Source: an optimization exercise on an open RTL-to-GDS flow (aim: small area, a short achievable clock period and few clock cycles). Production flows keep margins and buffers that such runs may drop.
The RTL was checked by simulation tests, not by an equivalence proof against the original design.
Power and IR drop assume default switching activity.

## flow/design.v

```verilog
module ssdv_huff_rom (
    input  wire        ac,
    input  wire        chroma,
    input  wire [3:0]  run,
    input  wire [3:0]  size,
    output reg  [4:0]  len,
    output reg  [15:0] code
);
    reg  [3:0] first16;
    reg  [7:0] base;
    always @(*) begin
        case ({chroma, run})
            5'h00: begin first16 = 4'd9; base = 8'h79; end
            5'h01: begin first16 = 4'd6; base = 8'h7e; end
            5'h02: begin first16 = 4'd5; base = 8'h84; end
            5'h03: begin first16 = 4'd4; base = 8'h8b; end
            5'h04: begin first16 = 4'd3; base = 8'h93; end
            5'h05: begin first16 = 4'd3; base = 8'h9b; end
            5'h06: begin first16 = 4'd3; base = 8'ha3; end
            5'h07: begin first16 = 4'd3; base = 8'hab; end
            5'h08: begin first16 = 4'd3; base = 8'hb3; end
            5'h09: begin first16 = 4'd2; base = 8'hbc; end
            5'h0a: begin first16 = 4'd2; base = 8'hc5; end
            5'h0b: begin first16 = 4'd2; base = 8'hce; end
            5'h0c: begin first16 = 4'd2; base = 8'hd7; end
            5'h0d: begin first16 = 4'd2; base = 8'he0; end
            5'h0e: begin first16 = 4'd1; base = 8'hea; end
            5'h0f: begin first16 = 4'd1; base = 8'hf4; end
            5'h10: begin first16 = 4'd11; base = 8'h00; end
            5'h11: begin first16 = 4'd7; base = 8'h81; end
            5'h12: begin first16 = 4'd6; base = 8'h86; end
            5'h13: begin first16 = 4'd5; base = 8'h8c; end
            5'h14: begin first16 = 4'd3; base = 8'h94; end
            5'h15: begin first16 = 4'd3; base = 8'h9c; end
            5'h16: begin first16 = 4'd3; base = 8'ha4; end
            5'h17: begin first16 = 4'd3; base = 8'hac; end
            5'h18: begin first16 = 4'd2; base = 8'hb5; end
            5'h19: begin first16 = 4'd2; base = 8'hbe; end
            5'h1a: begin first16 = 4'd2; base = 8'hc7; end
            5'h1b: begin first16 = 4'd2; base = 8'hd0; end
            5'h1c: begin first16 = 4'd2; base = 8'hd9; end
            5'h1d: begin first16 = 4'd2; base = 8'he2; end
            5'h1e: begin first16 = 4'd2; base = 8'heb; end
            5'h1f: begin first16 = 4'd2; base = 8'hf4; end
            default: begin first16 = 4'd11; base = 8'h00; end
        endcase
    end
    wire [7:0] lo16 = base + {4'd0, size};
    always @(*) begin
        len = 5'd0; code = 16'h0000;
        if (ac && size >= first16) begin
            len = 5'd16; code = {8'hFF, lo16};
        end else begin
            case ({ac, chroma, run, size})
                10'h000: begin len = 5'd2; code = 16'h0000; end
                10'h001: begin len = 5'd3; code = 16'h0002; end
                10'h002: begin len = 5'd3; code = 16'h0003; end
                10'h003: begin len = 5'd3; code = 16'h0004; end
                10'h004: begin len = 5'd3; code = 16'h0005; end
                10'h005: begin len = 5'd3; code = 16'h0006; end
                10'h006: begin len = 5'd4; code = 16'h000e; end
                10'h007: begin len = 5'd5; code = 16'h001e; end
                10'h008: begin len = 5'd6; code = 16'h003e; end
                10'h009: begin len = 5'd7; code = 16'h007e; end
                10'h00a: begin len = 5'd8; code = 16'h00fe; end
                10'h00b: begin len = 5'd9; code = 16'h01fe; end
                10'h100: begin len = 5'd2; code = 16'h0000; end
                10'h101: begin len = 5'd2; code = 16'h0001; end
                10'h102: begin len = 5'd2; code = 16'h0002; end
                10'h103: begin len = 5'd3; code = 16'h0006; end
                10'h104: begin len = 5'd4; code = 16'h000e; end
                10'h105: begin len = 5'd5; code = 16'h001e; end
                10'h106: begin len = 5'd6; code = 16'h003e; end
                10'h107: begin len = 5'd7; code = 16'h007e; end
                10'h108: begin len = 5'd8; code = 16'h00fe; end
                10'h109: begin len = 5'd9; code = 16'h01fe; end
                10'h10a: begin len = 5'd10; code = 16'h03fe; end
                10'h10b: begin len = 5'd11; code = 16'h07fe; end
                10'h200: begin len = 5'd4; code = 16'h000a; end
                10'h201: begin len = 5'd2; code = 16'h0000; end
                10'h202: begin len = 5'd2; code = 16'h0001; end
                10'h203: begin len = 5'd3; code = 16'h0004; end
                10'h204: begin len = 5'd4; code = 16'h000b; end
                10'h205: begin len = 5'd5; code = 16'h001a; end
                10'h206: begin len = 5'd7; code = 16'h0078; end
                10'h207: begin len = 5'd8; code = 16'h00f8; end
                10'h208: begin len = 5'd10; code = 16'h03f6; end
                10'h211: begin len = 5'd4; code = 16'h000c; end
                10'h212: begin len = 5'd5; code = 16'h001b; end
                10'h213: begin len = 5'd7; code = 16'h0079; end
                10'h214: begin len = 5'd9; code = 16'h01f6; end
                10'h215: begin len = 5'd11; code = 16'h07f6; end
                10'h221: begin len = 5'd5; code = 16'h001c; end
                10'h222: begin len = 5'd8; code = 16'h00f9; end
                10'h223: begin len = 5'd10; code = 16'h03f7; end
                10'h224: begin len = 5'd12; code = 16'h0ff4; end
                10'h231: begin len = 5'd6; code = 16'h003a; end
                10'h232: begin len = 5'd9; code = 16'h01f7; end
                10'h233: begin len = 5'd12; code = 16'h0ff5; end
                10'h241: begin len = 5'd6; code = 16'h003b; end
                10'h242: begin len = 5'd10; code = 16'h03f8; end
                10'h251: begin len = 5'd7; code = 16'h007a; end
                10'h252: begin len = 5'd11; code = 16'h07f7; end
                10'h261: begin len = 5'd7; code = 16'h007b; end
                10'h262: begin len = 5'd12; code = 16'h0ff6; end
                10'h271: begin len = 5'd8; code = 16'h00fa; end
                10'h272: begin len = 5'd12; code = 16'h0ff7; end
                10'h281: begin len = 5'd9; code = 16'h01f8; end
                10'h282: begin len = 5'd15; code = 16'h7fc0; end
                10'h291: begin len = 5'd9; code = 16'h01f9; end
                10'h2a1: begin len = 5'd9; code = 16'h01fa; end
                10'h2b1: begin len = 5'd10; code = 16'h03f9; end
                10'h2c1: begin len = 5'd10; code = 16'h03fa; end
                10'h2d1: begin len = 5'd11; code = 16'h07f8; end
                10'h2f0: begin len = 5'd11; code = 16'h07f9; end
                10'h300: begin len = 5'd2; code = 16'h0000; end
                10'h301: begin len = 5'd2; code = 16'h0001; end
                10'h302: begin len = 5'd3; code = 16'h0004; end
                10'h303: begin len = 5'd4; code = 16'h000a; end
                10'h304: begin len = 5'd5; code = 16'h0018; end
                10'h305: begin len = 5'd5; code = 16'h0019; end
                10'h306: begin len = 5'd6; code = 16'h0038; end
                10'h307: begin len = 5'd7; code = 16'h0078; end
                10'h308: begin len = 5'd9; code = 16'h01f4; end
                10'h309: begin len = 5'd10; code = 16'h03f6; end
                10'h30a: begin len = 5'd12; code = 16'h0ff4; end
                10'h311: begin len = 5'd4; code = 16'h000b; end
                10'h312: begin len = 5'd6; code = 16'h0039; end
                10'h313: begin len = 5'd8; code = 16'h00f6; end
                10'h314: begin len = 5'd9; code = 16'h01f5; end
                10'h315: begin len = 5'd11; code = 16'h07f6; end
                10'h316: begin len = 5'd12; code = 16'h0ff5; end
                10'h321: begin len = 5'd5; code = 16'h001a; end
                10'h322: begin len = 5'd8; code = 16'h00f7; end
                10'h323: begin len = 5'd10; code = 16'h03f7; end
                10'h324: begin len = 5'd12; code = 16'h0ff6; end
                10'h325: begin len = 5'd15; code = 16'h7fc2; end
                10'h331: begin len = 5'd5; code = 16'h001b; end
                10'h332: begin len = 5'd8; code = 16'h00f8; end
                10'h333: begin len = 5'd10; code = 16'h03f8; end
                10'h334: begin len = 5'd12; code = 16'h0ff7; end
                10'h341: begin len = 5'd6; code = 16'h003a; end
                10'h342: begin len = 5'd9; code = 16'h01f6; end
                10'h351: begin len = 5'd6; code = 16'h003b; end
                10'h352: begin len = 5'd10; code = 16'h03f9; end
                10'h361: begin len = 5'd7; code = 16'h0079; end
                10'h362: begin len = 5'd11; code = 16'h07f7; end
                10'h371: begin len = 5'd7; code = 16'h007a; end
                10'h372: begin len = 5'd11; code = 16'h07f8; end
                10'h381: begin len = 5'd8; code = 16'h00f9; end
                10'h391: begin len = 5'd9; code = 16'h01f7; end
                10'h3a1: begin len = 5'd9; code = 16'h01f8; end
                10'h3b1: begin len = 5'd9; code = 16'h01f9; end
                10'h3c1: begin len = 5'd9; code = 16'h01fa; end
                10'h3d1: begin len = 5'd11; code = 16'h07f9; end
                10'h3e1: begin len = 5'd14; code = 16'h3fe0; end
                10'h3f0: begin len = 5'd10; code = 16'h03fa; end
                10'h3f1: begin len = 5'd15; code = 16'h7fc3; end
                default: ;
            endcase
        end
    end
endmodule
module ssdv_recoder (
    input  wire        clk,
    input  wire        rst,
    input  wire        in_valid,
    output wire        in_ready,
    input  wire [1:0]  in_op,
    input  wire [11:0] in_coef,
    input  wire [7:0]  in_qs,
    input  wire [7:0]  in_qd,
    input  wire [1:0]  in_comp,
    input  wire        in_rb,
    input  wire        in_dec,
    output reg         out_valid,
    input  wire        out_ready,
    output reg  [7:0]  out_byte
);
    localparam OP_COEF = 2'd0, OP_EOB = 2'd1, OP_SYNC = 2'd2, OP_INIT = 2'd3;
    localparam W = 40;             
    localparam [3:0] T_AC = 4'd0, T_ACL = 4'd1, T_EOB = 4'd2, T_SYNC = 4'd3,
                     T_INIT = 4'd4;   
    wire stall;
    assign in_ready = !stall;
    wire adv = !stall;
    reg  [5:0]  k;
    reg         decb;
    reg  [15:0] dcs0, dcs1, dcs2;
    wire        is_dc  = (k == 6'd0);
    wire [15:0] v16    = {{4{in_coef[11]}}, in_coef};
    wire [15:0] dcs_c  = (in_comp == 2'd0) ? dcs0 : (in_comp == 2'd1) ? dcs1 : dcs2;
    wire [15:0] dc_abs = (decb && in_rb) ? v16 : (dcs_c + v16);
    wire [15:0] xb     = is_dc ? dc_abs : v16;
    reg  [3:0]  b_tag;
    always @(*) begin
        case (in_op)
            OP_COEF: b_tag = is_dc ? {1'b1, in_rb, in_comp} : (k == 6'd63) ? T_ACL : T_AC;
            OP_EOB:  b_tag = T_EOB;
            OP_SYNC: b_tag = T_SYNC;
            default: b_tag = T_INIT | {3'd0, in_dec};
        endcase
    end
    reg         bv;
    reg  [3:0]  btag;
    reg  [15:0] bx;
    reg  [7:0]  bqs, bqd;
    always @(posedge clk) begin
        if (rst) begin
            k <= 6'd0; decb <= 1'b0;
            dcs0 <= 16'd0; dcs1 <= 16'd0; dcs2 <= 16'd0;
            bv <= 1'b0;
        end else if (adv) begin
            bv <= in_valid;
            if (in_valid) begin
                case (in_op)
                    OP_COEF: begin
                        k <= k + 6'd1;
                        if (is_dc) begin
                            if (in_comp == 2'd0) dcs0 <= dc_abs;
                            if (in_comp == 2'd1) dcs1 <= dc_abs;
                            if (in_comp == 2'd2) dcs2 <= dc_abs;
                        end
                    end
                    OP_EOB: k <= 6'd0;
                    OP_INIT: begin
                        decb <= in_dec;
                        dcs0 <= 16'd0; dcs1 <= 16'd0; dcs2 <= 16'd0;
                    end
                    default: ;
                endcase
            end
        end
    end
    always @(posedge clk) begin
        if (adv) begin
            btag <= b_tag;
            bx   <= xb;
            bqs  <= in_qs;
            bqd  <= in_qd;
        end
    end
    function [45:0] csa;       
        input [22:0] a, b, c;
        begin
            csa[22:0]  = a ^ b ^ c;
            csa[45:23] = {(a[21:0] & b[21:0]) | (a[21:0] & c[21:0]) | (b[21:0] & c[21:0]), 1'b0};
        end
    endfunction
    wire        c_neg = bx[15];
    wire [15:0] c_x   = bx ^ {16{c_neg}};
    reg  [22:0] pp [0:9];
    integer pi;
    always @(*) begin
        for (pi = 0; pi < 8; pi = pi + 1)
            pp[pi] = {7'd0, c_x & {16{bqs[pi]}}} << pi;
        pp[8] = c_neg ? {15'd0, bqs} : 23'd0;
        pp[9] = {16'd0, bqd[7:1]};
    end
    wire [45:0] c_l1a = csa(pp[0], pp[1], pp[2]);
    wire [45:0] c_l1b = csa(pp[3], pp[4], pp[5]);
    wire [45:0] c_l1c = csa(pp[6], pp[7], pp[8]);
    wire [45:0] c_l2a = csa(c_l1a[22:0], c_l1a[45:23], c_l1b[22:0]);
    wire [45:0] c_l2b = csa(c_l1b[45:23], c_l1c[22:0], c_l1c[45:23]);
    wire [45:0] c_l3  = csa(c_l2a[22:0], c_l2a[45:23], c_l2b[22:0]);
    wire [45:0] c_l4  = csa(c_l3[22:0], c_l3[45:23], c_l2b[45:23]);
    wire [45:0] c_l5  = csa(c_l4[22:0], c_l4[45:23], pp[9]);
    wire [10:0] c_lo  = {1'b0, c_l5[9:0]} + {1'b0, c_l5[32:23]};
    reg         cv;
    reg  [3:0]  ctag;
    reg  [9:0]  clo;           
    reg         cci;           
    reg  [12:0] chs, chc;      
    reg  [7:0]  cqd;
    reg         cneg;
    always @(posedge clk) begin
        if (rst) cv <= 1'b0;
        else if (adv) cv <= bv;
        if (adv) begin
            ctag <= btag; clo <= c_lo[9:0]; cci <= c_lo[10];
            chs <= c_l5[22:10]; chc <= c_l5[45:33]; cqd <= bqd; cneg <= c_neg;
        end
    end
    function [8:0] div2;       
        input [7:0] r; input b; input [7:0] d;
        reg [8:0] sh; reg [9:0] t;
        begin
            sh = {r, b};
            t  = {1'b0, sh} - {2'b0, d};
            div2 = t[9] ? {1'b0, sh[7:0]} : {1'b1, t[7:0]};
        end
    endfunction
    function [9:0] div4;       
        input [7:0] r; input [1:0] b; input [7:0] d; input [9:0] d3;
        reg [9:0] sh; reg [10:0] t1, t2, t3;
        begin
            sh = {r, b};
            t1 = {1'b0, sh} - {3'b0, d};
            t2 = {1'b0, sh} - {2'b0, d, 1'b0};
            t3 = {1'b0, sh} - {1'b0, d3};
            if (!t3[10])      div4 = {2'd3, t3[7:0]};
            else if (!t2[10]) div4 = {2'd2, t2[7:0]};
            else if (!t1[10]) div4 = {2'd1, t1[7:0]};
            else              div4 = {2'd0, sh[7:0]};
        end
    endfunction
    wire [12:0] d_nh  = chs + chc + {12'd0, cci};
    wire        d_sat = (d_nh >= {5'd0, cqd});
    wire [9:0]  d_3   = {2'd0, cqd} + {1'b0, cqd, 1'b0};
    wire [9:0]  d_s0  = div4(d_nh[7:0], clo[9:8], cqd, d_3);
    reg         dv;
    reg  [3:0]  dtag;
    reg  [7:0]  drem;
    reg  [7:0]  dlo;
    reg  [1:0]  dq;
    reg         dsat;
    reg  [7:0]  dqd;
    reg  [9:0]  dd3;
    reg         dneg;
    always @(posedge clk) begin
        if (rst) dv <= 1'b0;
        else if (adv) dv <= cv;
        if (adv) begin
            dtag <= ctag; drem <= d_s0[7:0]; dlo <= clo[7:0]; dq <= d_s0[9:8];
            dsat <= d_sat; dqd <= cqd; dd3 <= d_3; dneg <= cneg;
        end
    end
    wire [9:0]  e_s0 = div4(drem, dlo[7:6], dqd, dd3);
    wire [8:0]  e_s1 = div2(e_s0[7:0], dlo[5], dqd);
    reg         ev;
    reg  [3:0]  etag;
    reg  [7:0]  erem;
    reg  [4:0]  elo;
    reg  [4:0]  eq;
    reg         esat;
    reg  [7:0]  eqd;
    reg  [9:0]  ed3;
    reg         eneg;
    always @(posedge clk) begin
        if (rst) ev <= 1'b0;
        else if (adv) ev <= dv;
        if (adv) begin
            etag <= dtag; erem <= e_s1[7:0]; elo <= dlo[4:0];
            eq <= {dq, e_s0[9:8], e_s1[8]};
            esat <= dsat; eqd <= dqd; ed3 <= dd3; eneg <= dneg;
        end
    end
    wire [9:0]  f_s0 = div4(erem, elo[4:3], eqd, ed3);
    wire [8:0]  f_s1 = div2(f_s0[7:0], elo[2], eqd);
    reg         fv;
    reg  [3:0]  ftag;
    reg  [7:0]  frem;
    reg  [1:0]  flo;
    reg  [7:0]  fq;
    reg         fsat;
    reg  [7:0]  fqd;
    reg  [9:0]  fd3;
    reg         fneg;
    always @(posedge clk) begin
        if (rst) fv <= 1'b0;
        else if (adv) fv <= ev;
        if (adv) begin
            ftag <= etag; frem <= f_s1[7:0]; flo <= elo[1:0];
            fq <= {eq, f_s0[9:8], f_s1[8]};
            fsat <= esat; fqd <= eqd; fd3 <= ed3; fneg <= eneg;
        end
    end
    reg         decg;
    reg  [11:0] ndd0, ndd1, ndd2;    
    wire [9:0]  g_s0   = div4(frem, flo, fqd, fd3);
    wire        g_isdc = ftag[3];
    wire [1:0]  g_comp = ftag[1:0];
    wire        g_rb   = ftag[2];
    wire [10:0] g_lim  = (g_isdc && fneg) ? 11'd1024 : 11'd1023;
    wire [10:0] g_mag  = fsat ? g_lim : {1'b0, fq, g_s0[9:8]};
    wire [11:0] g_nd   = (g_comp == 2'd0) ? ndd0 : (g_comp == 2'd1) ? ndd1 : ndd2;
    wire [11:0] g_b    = (!decg && g_rb) ? 12'd0 : g_nd;
    wire [11:0] g_x    = {1'b0, g_mag} ^ {12{fneg}};
    wire [9:0]  g_hi0  = g_x[11:2] + g_b[11:2];
    wire [9:0]  g_hi1  = g_x[11:2] + g_b[11:2] + 10'd1;
    wire [2:0]  g_lo   = {1'b0, g_x[1:0]} + {1'b0, g_b[1:0]} + {2'd0, fneg};
    wire [11:0] g_e    = {g_lo[2] ? g_hi1 : g_hi0, g_lo[1:0]};
    wire [11:0] g_newnd = ({1'b0, g_mag} ^ {12{!fneg}}) + {11'd0, !fneg};
    reg         gv;
    reg  [3:0]  gtag;
    reg  [11:0] gx;            
    always @(posedge clk) begin
        if (rst) begin
            gv <= 1'b0; decg <= 1'b0;
            ndd0 <= 12'd0; ndd1 <= 12'd0; ndd2 <= 12'd0;
        end else if (adv) begin
            gv <= fv;
            if (fv && g_isdc) begin
                if (g_comp == 2'd0) ndd0 <= g_newnd;
                if (g_comp == 2'd1) ndd1 <= g_newnd;
                if (g_comp == 2'd2) ndd2 <= g_newnd;
            end
            if (fv && ftag[3:1] == 3'b010) begin
                decg <= ftag[0];
                ndd0 <= 12'd0; ndd1 <= 12'd0; ndd2 <= 12'd0;
            end
        end
        if (adv) begin
            gtag <= ftag;
            gx   <= g_isdc ? g_e : {fneg, g_mag};
        end
    end
    function [3:0] size_of;
        input [10:0] m;
        integer i;
        begin
            size_of = 4'd0;
            for (i = 0; i < 11; i = i + 1)
                if (m[i]) size_of = i + 1;
        end
    endfunction
    reg  [5:0]  run;
    reg         g;             
    wire        h_isdc = gtag[3];
    wire        h_ac   = (gtag[3:1] == 3'b000);
    wire [10:0] h_abs  = gx[10:0] ^ {11{gx[11]}};
    wire [10:0] h_m    = h_isdc ? (h_abs + {10'd0, gx[11]}) : gx[10:0];
    wire [3:0]  h_size = size_of(h_m);
    wire [10:0] h_vb   = (gx[11] ? ~h_m : h_m) & ~(11'h7FF << h_size);
    wire        h_zero = (h_size == 4'd0);
    reg         hv;
    reg  [3:0]  htag;
    reg  [10:0] hvb;
    reg  [3:0]  hsize;
    reg  [3:0]  hrun;
    reg  [1:0]  hzrl;          
    reg         hg;
    reg         hcode;         
    reg         heob;          
    wire        i_zrl;
    always @(posedge clk) begin
        if (rst) begin
            hv <= 1'b0; run <= 6'd0; g <= 1'b0;
        end else if (adv) begin
            hv <= gv;
            if (gv) begin
                if (h_isdc) begin
                    g <= (gtag[1:0] != 2'd0);
                    run <= 6'd0;
                end else if (h_ac) begin
                    if (h_zero && gtag != T_ACL) run <= run + 6'd1;
                    else                         run <= 6'd0;
                end else if (gtag == T_EOB) begin
                    run <= 6'd0;
                end
            end
        end
        if (adv) begin
            htag  <= gtag;
            hvb   <= h_vb;
            hsize <= h_size;
            hrun  <= h_isdc ? 4'd0 : run[3:0];
            hzrl  <= (h_ac && !h_zero) ? run[5:4] : 2'd0;
            hg    <= h_isdc ? (gtag[1:0] != 2'd0) : g;
            hcode <= h_isdc || (h_ac && !h_zero);
            heob  <= (gtag == T_EOB) || (gtag == T_ACL && h_zero);
        end else if (i_zrl) begin
            hzrl  <= hzrl - 2'd1;
        end
    end
    reg         dech;
    wire [4:0]  rom_len;
    wire [15:0] rom_code;
    ssdv_huff_rom u_rom (.ac(!htag[3]), .chroma(hg), .run(hrun), .size(hsize),
                         .len(rom_len), .code(rom_code));
    reg         pv;
    reg  [4:0]  plen;
    reg  [5:0]  plim;          
    reg  [25:0] pbits;
    reg  [W-1:0] acc;
    reg  [5:0]  cnt;
    reg         zpend;
    wire        room    = (cnt <= plim);
    wire        p_hold  = pv && !room;
    wire        p_take  = pv && room;
    wire [2:0]  i_pad   = 3'd0 - (cnt[2:0] + (p_take ? plen[2:0] : 3'd0));
    wire        i_sync  = (htag == T_SYNC);
    wire        i_init  = (htag[3:1] == 3'b010);
    assign      i_zrl   = hv && (hzrl != 2'd0) && !p_hold;
    reg         i_push;
    reg  [4:0]  i_len;
    reg  [25:0] i_bits;
    always @(*) begin
        i_push = 1'b0; i_len = 5'd0; i_bits = 26'd0;
        if (hzrl != 2'd0) begin
            i_push = 1'b1;
            i_len  = hg ? 5'd10 : 5'd11;
            i_bits = hg ? 26'h3FA : 26'h7F9;
        end else if (hcode) begin
            i_push = 1'b1;
            i_len  = rom_len + {1'b0, hsize};
            i_bits = ({10'd0, rom_code} << hsize) | {15'd0, hvb};
        end else if (heob) begin
            i_push = 1'b1;
            i_len  = hg ? 5'd2 : 5'd4;
            i_bits = hg ? 26'd0 : 26'd10;
        end else if (i_sync) begin
            i_push = 1'b1;
            i_len  = {2'd0, i_pad};
            i_bits = {19'd0, ~(7'h7F << i_pad)};
        end
    end
    wire        init_ok = !pv && (cnt < 6'd8);
    wire        i_done  = !hv || (i_init ? init_ok :
                                  ((hzrl != 2'd0) ? 1'b0 : (!i_push || !p_hold)));
    assign stall = !i_done;
    always @(posedge clk) begin
        if (rst) dech <= 1'b0;
        else if (hv && i_init && init_ok) dech <= htag[0];
    end
    wire        out_free = !out_valid || out_ready;
    wire        pop      = out_free && !zpend && (cnt >= 6'd8);
    wire [5:0]  amt      = plim - cnt;
    wire [W+25:0] placed = {{W{1'b0}}, pbits} << amt;
    wire [W-1:0] acc_or  = p_take ? (acc | placed[W-1:0]) : acc;
    always @(posedge clk) begin
        if (rst) begin
            pv <= 1'b0; acc <= {W{1'b0}}; cnt <= 6'd0; zpend <= 1'b0;
            out_valid <= 1'b0; out_byte <= 8'd0;
        end else begin
            if (!p_hold) begin
                pv    <= hv && i_push;
                plen  <= i_len;
                plim  <= W[5:0] - {1'b0, i_len};
                pbits <= i_bits;
            end
            acc <= pop ? {acc_or[W-9:0], 8'd0} : acc_or;
            cnt <= cnt - (pop ? 6'd8 : 6'd0) + (p_take ? {1'b0, plen} : 6'd0);
            if (out_free) begin
                if (zpend) begin
                    out_valid <= 1'b1;
                    out_byte  <= 8'h00;
                    zpend     <= 1'b0;
                end else if (cnt >= 6'd8) begin
                    out_valid <= 1'b1;
                    out_byte  <= acc[W-1:W-8];
                    if (dech && acc[W-1:W-8] == 8'hFF) zpend <= 1'b1;
                end else begin
                    out_valid <= 1'b0;
                end
            end
        end
    end
endmodule
```

## flow/run.sh

```bash
#!/bin/bash
# synth_recipe.tcl (not shown) runs the flow's synth.tcl, then flattens the netlist and writes it again
# the make line also repeats each setting of config.mk as NAME=value (left out here)
make -C /OpenROAD-flow-scripts/flow DESIGN_CONFIG=/design/flow/config.mk WORK_HOME=/design/flow/orfs CLKGATE_MAP_FILE= SYNTH_SCRIPT=/design/flow/synth_recipe.tcl finish
```

## flow/config.mk

```make
export PLATFORM = sky130hd
export DESIGN_NAME = ssdv_recoder
export DESIGN_NICKNAME = ssdv_recoder
export VERILOG_FILES = /design/flow/design.v
export SDC_FILE = /design/flow/constraint.sdc
export NUM_CORES = 4
export LEC_CHECK = 0
export CAP_MARGIN = 20
export CORE_MARGIN = 2
export CORE_UTILIZATION = 40
export PLACE_DENSITY = 0.6
export SETUP_SLACK_MARGIN = 4
export SLEW_MARGIN = 20
export SYNTH_MEMORY_MAX_BITS = 65536
```

## flow/constraint.sdc

```tcl
create_clock -name core_clock -period 8.0 [get_ports {clk}]
set_input_delay 1.6000 -clock core_clock [delete_from_list [all_inputs] [get_ports {clk}]]
set_output_delay 1.6000 -clock core_clock [all_outputs]
set_load 0.01 [all_outputs]
```

==> impl_metrics.yaml <==
run_status:
  outcome: "complete, no violations"
critical_path:
  worstReg2RegStart: "bx[15]"
  crit_path_start: "bx[15]"
  r2r-end: "cci"
  rr_worst_depth: 19
  crit_path_frequent_cell: "fa_1"
  crit_path_end: "cci"
  cp_data_required_time_ns: 8.38
  cp.arrival_ns: 5.26
  path_class: "reg -> reg"
  reg2reg_setup_slack_ns: 3.12
  startpoint_type: "flop"
  cp_slowest_stage_delay_ns: 0.56
  path_cells: "buf_6 -> buf_12 -> xor2_4 -> buf_6 -> and2_4 -> fa_1 -> inv_2 -> fa_1 -> fa_1 -> fa_1 -> inv_1 -> fa_1 -> ha_4 -> inv_2 -> o21bai_1 -> a21oi_2 -> nor2b_1 -> o21ai_1 -> nand2b_1"
  cp_slowest_cell: "fa_1"
  endpoint_kind: "flop"
  path_max_fanout: 5
sta:
  timing.slew.headroom: 0.308
  hold_ws_ns: 0.413
  rsz0062_at_grt: "true"
  fin_worst_skew_ns: 0.0299
  finalHoldViolations: 0
  finalSetupViolCount: 0
  fmax_mhz: 205
  fin_crit_sh: 0.610
  tightestPinTransition_ns: 1.04
  final_max_slew_viol_count: 0
  period_minus_slack_ns: 4.88
  fin_tns_setup_ns: 0
synthesis:
  synthCells: 3869
  yosys_warnings: 3
  ys_ff_latch: 453
  syn_area_per_cell_sq_um: 8.97
  synth_area_leader_cell: "edfxtp_1"
  synth_area_leaders: "edfxtp_1 25%, ha_1 10%, dfxtp_1 9.5%"
  async_reset_ff_frac: 0
  synth_area_sq_um: 34700
  synth_edf_count: 289
  ys.flop_type: "edfxtp_1"
  ys_types: 95
  syn_nets: 4297
  synth-seq-area-share: 0.345
  synth_top_area_share: 0.250
layout:
  ff_latch_area_sq_um: 12000
  drive_above_1_share: 0.204
  nets: 4523
  layout_common_cells: "422 x nand2_1, 321 x inv_1, 289 x edfxtp_1"
  diodes: 0
  syn2layout_area_growth_pct: 22.7
  multi_input_area_sq_um: 22700
  final_common_cell: "nand2_1"
  fillers: 7926
routing:
  drtIter0Drc: 2060
  wl_mm: 95.8
  routedWlPerCell_um: 18.1
  drc: 0
  drt_pass1_iterations: 5
  postRouteAntennaNets: 0
  vias: 28800
  drt-vias-per-instance: 5.45
clocking:
  cts_buffers: 52
  clk_pin_slew_ns: 0.06
  clock-root-buffer: "clkbuf_16"
  insertion_delay_ns: 0.63
  cts.sinks: 453
  clockBufferDepth: 3
  cts_tree: "yes"
  htreeDepth: 2
power:
  irDropWorstVdd_uv: 310
  p_leak_nw: 17.7
  powerDensity_nw_per_um2: 391
global_routing:
  grt_pass1_wl_mm: 152
  grt_max_degree: 162
  grt-ovfl-total: 0
  grt_pass1_vias: 28300
  grt_usage: 0.209
  antenna_found_initial: 0
floorplan:
  core-area_sq_um: 86300
  die_w_um: 299
  boundaryPins: 48
  fp-row-count: 108
  initial_core_util: 0.402
  dieArea_sq_um: 89200
  die_h_um: 299
run:
  maxCapViolCount: 0
placed_design:
  routabilityCongestion: 0.958
  dpl.hpwl_mm: 65.2
  place.port_buffers: 47
min_path:
  hp-start: "ctag[3]"
  hp-class: "reg -> reg"
## stage by stage
stage                     instances  area [sq um]  utilization  setup slack [ns]  total power, W
after detailed placement       4933         36500        0.423              2.64          0.0124
after global routing           5292         42600        0.493              2.86          0.0181
final                          5292         42600        0.493              3.12          0.0167
after CTS                      5211         41100        0.476              3.11          0.0160
after floorplan                3869         35200            -              3.38          0.0104
after global placement         4933         36500        0.423              2.73          0.0123
## kinds of logic after synthesis
| logic type | share of synthesized area |
|---|---|
| xor gates and xnor gates | 0.0456 |
| buffers and inverters | 0.0635 |
| adders and majority gates | 0.165 |
| DFF | 0.345 |
| muxes | 0.0447 |
| AOI/OAI and AO/OA | 0.163 |
| and+or+nand+nor | 0.174 |
## registers in the layout, indices dropped and copies added (netlist names), 10 cells and up
| name | cells |
|---|---|
| dcs1 | 16 |
| acc | 40 |
| dcs2 | 16 |
| dcs0 | 16 |
| gx | 12 |
| ndd1 | 12 |
| chc | 13 |
| clo | 10 |
| ndd2 | 12 |
| pbits | 26 |
| chs | 13 |
| bx | 16 |
| ndd0 | 12 |
| hvb | 11 |
## what timing repair did
item | 4_1_cts | 5_1_grt
pin swaps | 139 | 169
gates resized for setup | 297 | 234
setup endpoints to repair | 348 | 174
hold buffers | 0 | 0
buffers inserted | 173 | 78
cloned | 9 | 3
## worst min path at each step
stage                     slack (ns)  cells past startpoint      end
after floorplan                 0.40                      0   cqd[0]
final                           0.41                      0  dtag[3]
after CTS                       0.42                      0  ftag[0]
after global placement          0.40                      0     fsat
after global routing            0.42                      0  ftag[0]
after detailed placement        0.40                      0   elo[1]
## power breakdown
| part | internal (W) | total, W | switching [W] | leakage (nW) |
|---|---|---|---|---|
| logic | 0.00494 | 0.0105 | 0.00555 | 12.4 |
| registers | 0.00335 | 0.00372 | 0.000366 | 4.39 |
| clock network | 0.00143 | 0.00244 | 0.00101 | 0.837 |
## worst max-delay path, delay by kind of cell (launching register included)
kind | cells | cell delay (ns)
buf+inv | 6 | 0.59
xor+xnor | 1 | 0.20
fa+ha+maj | 6 | 2.75
compound gates | 3 | 0.39
simple gates | 3 | 0.29
flops | 1 | 0.41
## cells in the mapped netlist, drive strengths merged, types with 14 or more instances
cell type / number
nand2: 459
inv: 373
a21oi: 300
edfxtp: 289
nor2: 284
ha: 278
o21ai: 194
dfxtp: 164
clkbuf: 136
fa: 112
and2: 109
xnor2: 101
mux2i: 93
xor2: 77
a211oi: 71
nor3: 65
nand3: 54
buf: 49
a21o: 48
nor2b: 47
nand2b: 43
o22ai: 41
mux2: 35
nand4: 34
nand3b: 31
o21bai: 25
a31oi: 24
o21a: 22
and3: 21
or3: 20
a22o: 19
a21boi: 18
o211ai: 15
a22oi: 14
## metal layers
metal | track usage | share of wire | vias up | routed length [um]
met4 | 0.0642 | 0.028 | 0 | 2720
met5 | 0 | 0 | - | 0
met2 | 0.365 | 0.49 | 764 | 47100
li1 | - | - | 14000 | -
met1 | 0.270 | 0.43 | 13800 | 41000
met3 | 0.0260 | 0.052 | 214 | 5020
## final cells by class
type | instances | share of cell area
Clock buffer | 70 | 0.0338
Clock inverter | 26 | 0.00658
Inverter | 376 | 0.0335
Multi-Input combinational cell | 2858 | 0.533
Sequential cell | 453 | 0.281
Tap cell | 1155 | 0.0339
Timing Repair Buffer | 354 | 0.0789
Testbench counts, summed over its fixed seeds: cycles 22,029.

static timing again, ports no longer ideal:
The results above use ideal ports. As a check the final layout listed here was re-extracted and re-timed, cells and wires unchanged. Step 1, drivers: a clkbuf_16 drives clk and a buf_2 each remaining input, both assumed. Step 2 adds t to the input delays and takes it off the output delays; t is the mean of the earliest and latest rising clock arrival at the registers after step 1. Input paths then give back, and output paths get back, about the clock's delay inside the block. Slacks: ideal / step 1 / step 2; pairs: ideal / step 1.
shift t [ns]: 0.680
setup slack, ns: 3.121 / 3.121 / 3.121
worst setup path at the end: register to register
latest minus earliest clock arrival (ns): 0.032 / 0.032
After both steps setup and hold are still met in this run. For this run, drivers alone change the setup slack by 0.000 ns; drivers and shift together by 0.000 ns.
